This is an optimization exercise on Yosys and OpenROAD, whose aim is small area, not a production implementation.
In this exercise RTL edits were held to simulation tests only and were not proved equivalent to the original.
Power is estimated from default activity; no workload was simulated.

rev 12:
Design vesc_can_codec, start of the top module:
module vesc_can_codec (
    input  wire        clk,
    input  wire        rst,
    input  wire        req_valid,
    output wire        req_ready,
    input  wire [1:0]  req_op,           
    input  wire [15:0] req_node,         
    input  wire [15:0] req_type_id,      
    input  wire [31:0] req_identifier,
    input  wire [7:0]  req_kind,
    input  wire [63:0] req_param,        
    input  wire [63:0] req_vel,          
    input  wire        req_vel_present,
    input  wire        req_store,
    input  wire [3:0]  req_len,
    input  wire [63:0] req_payload,      
    output wire        rsp_valid,
    input  wire        rsp_ready,
    output wire [3:0]  rsp_code,
    output wire [28:0] rsp_identifier,
    output wire [7:0]  rsp_node,
    output wire [7:0]  rsp_type_id,
    output wire [3:0]  rsp_len,
    output wire [63:0] rsp_payload,      
    output wire [31:0] rsp_field0,
    output wire [31:0] rsp_field1,
    output wire [31:0] rsp_field2,
    output wire [31:0] rsp_field3,
    output wire [16:0] rsp_info
);
==> flow/config.mk <==
export PLATFORM = sky130hd
export DESIGN_NAME = vesc_can_codec
export DESIGN_NICKNAME = vesc_can_codec
export VERILOG_FILES = /design/flow/design.v
export SDC_FILE = /design/flow/constraint.sdc
export NUM_CORES = 4
export LEC_CHECK = 0
export ABC_AREA = 1
export CAP_MARGIN = 20
export CORE_MARGIN = 2
export CORE_UTILIZATION = 40
export SLEW_MARGIN = 20
==> flow/constraint.sdc <==
create_clock -name core_clock -period 25.0 [get_ports {clk}]
set_input_delay 5.0000 -clock core_clock [delete_from_list [all_inputs] [get_ports {clk}]]
set_output_delay 5.0000 -clock core_clock [all_outputs]
set_load 0.01 [all_outputs]
standard.sh (not shown) runs the stock make flow with config.mk's settings and CLKGATE_MAP_FILE= SYNTH_SCRIPT=/design/flow/synth_recipe.tcl, a recipe that flattens the netlist after the stock synthesis.
==> flow/flow/run.sh <==
#!/bin/bash
# Standard layout, except that the port buffers are the platform's smallest
# buffer (sky130_fd_sc_hd__buf_1) instead of the one buffer_ports picks.
set -euo pipefail
export BUFFER_PORTS_ARGS="-buffer_cell sky130_fd_sc_hd__buf_1"
bash standard.sh > standard.log 2>&1
No stage failed in rev 12, and the final checks on the layout all came back clean.
What rev 13 does differently from rev 12 at the input level:
-- flow/design.v --
<<< rev 12, line 45
    reg        flag;         
    reg        sgn;          
    reg        imode;        
    reg        vovf;         
    wire [7:0] kind = req_kind;
>>> rev 13, line 45
    reg        flag;         
    reg        sgn;          
    reg        vovf;         
    wire [7:0] kind = req_kind;
<<< rev 12, line 61
    wire [10:0] pe  = req_param[62:52];
    wire [52:0] sig = {1'b1, req_param[51:0]};
    wire i_min  = k3 & (pe == 11'd1054) & req_param[63] & (req_param[51:21] == 31'd0);
    wire i_ovf  = k4 ? (pe > 11'd1034) : k1 ? (pe > 11'd1044) :
                  ((pe > 11'd1054) | ((pe == 11'd1054) & ~i_min));
    wire i_zero = k4 ? (pe < 11'd1003) : k1 ? (pe < 11'd1013) : (pe < 11'd1023);
    wire [4:0] i_k = (k4 ? 5'd10 : k1 ? 5'd20 : 5'd29) - pe[4:0];
    wire mul_need = ki & ~i_ovf & ~i_zero & ~i_min;
    wire vel_pos = ~req_vel[63] && (req_vel[62:0] != 63'b0) &&
>>> rev 13, line 60
    wire [10:0] pe  = req_param[62:52];
    wire [52:0] sig = {1'b1, req_param[51:0]};
    wire [10:0] i_c = kind[2] ? 11'd1034 : kind[1] ? 11'd1053 : 11'd1044;
    wire [11:0] i_d = {1'b0, i_c} - {1'b0, pe};
    wire i_min  = kind[1] & (&i_d) & req_param[63] & (req_param[51:21] == 31'd0);
    wire i_ovf  = i_d[11] & ~i_min;
    wire i_zero = ~i_d[11] & (i_d[10:5] != 6'd0);
    wire [4:0] i_k = i_d[4:0];
    wire mul_need = ki & ~i_ovf & ~i_zero & ~i_min;
    wire vel_pos = ~req_vel[63] && (req_vel[62:0] != 63'b0) &&
<<< rev 12, line 103
        end
    end
    wire bstep = (ph == P_MUL) & ((cnt == 5'd0) |
                 (A[10] & ((cnt == 5'd3) | (cnt == 5'd8) | (cnt >= 5'd10))) |
>>> rev 13, line 103
        end
    end
    wire imode = ~A[14];
    wire bstep = (ph == P_MUL) & ((cnt == 5'd0) |
                 (A[10] & ((cnt == 5'd3) | (cnt == 5'd8) | (cnt >= 5'd10))) |
<<< rev 12, line 277
                  t_ild  ? i_ovf : fl_flag;
    wire sgn_n  = (s_shf | s_fin) ? sgn : t_fld ? fl_sgn : req_param[63];
    wire imode_n = (t_ild | s_mul | s_macc) | (~t_fld & imode);
    wire pre_n  = (t_ild & mul_need) | (t_fid & vel_need) |
                  (~(t_ild | t_fid | s_macc | s_vacc) & pre);
>>> rev 13, line 278
                  t_ild  ? i_ovf : fl_flag;
    wire sgn_n  = (s_shf | s_fin) ? sgn : t_fld ? fl_sgn : req_param[63];
    wire pre_n  = (t_ild & mul_need) | (t_fid & vel_need) |
                  (~(t_ild | t_fid | s_macc | s_vacc) & pre);
<<< rev 12, line 292
        flag  <= flag_n;
        sgn   <= sgn_n;
        imode <= imode_n;
        vovf  <= vovf_n;
        if (rst) begin
>>> rev 13, line 292
        flag  <= flag_n;
        sgn   <= sgn_n;
        vovf  <= vovf_n;
        if (rst) begin
### Flow results
Rev 12 and rev 13 ended up with roughly the same number of max-slew violations in the final report.
Part of the power in combinational logic (lower): rev 12
As far as clock latency on the worst-skew pair is concerned, rev 12 and rev 13 perform about the same.
From rev 12 to rev 13 the numbers moved as follows: power consumption went down 2.3%, share of power burned in the clock network has decreased, count of fill cells added during filler insertion shrank by about 2%.

[separate check: timing with driven ports]
No port has a modelled driver above. Below, the same layouts with a new extraction and two added sets of constraints. Step 1 sets driving cells, clkbuf_16 on the clock port and buf_2 on the other inputs (assumed; they add their load-dependent delay and slew). Step 2 also shifts input and output timing later by t, the mid clock arrival at the registers, as if the neighbouring blocks saw the same clock. Slacks: ideal / step 1 / step 2; pairs: ideal / step 1.
run	t, ns	setup slack, ns	clock arrival spread, ns
rev 12	0.409	0.939 / 0.958 / 0.549	0.017 / 0.017
rev 13	0.408	0.760 / 0.765 / 0.357	0.014 / 0.015
After both steps every run listed still meets setup and hold. For rev 13, which loses most, drivers alone change the setup slack by +0.005 ns; drivers and shift together by -0.403 ns.
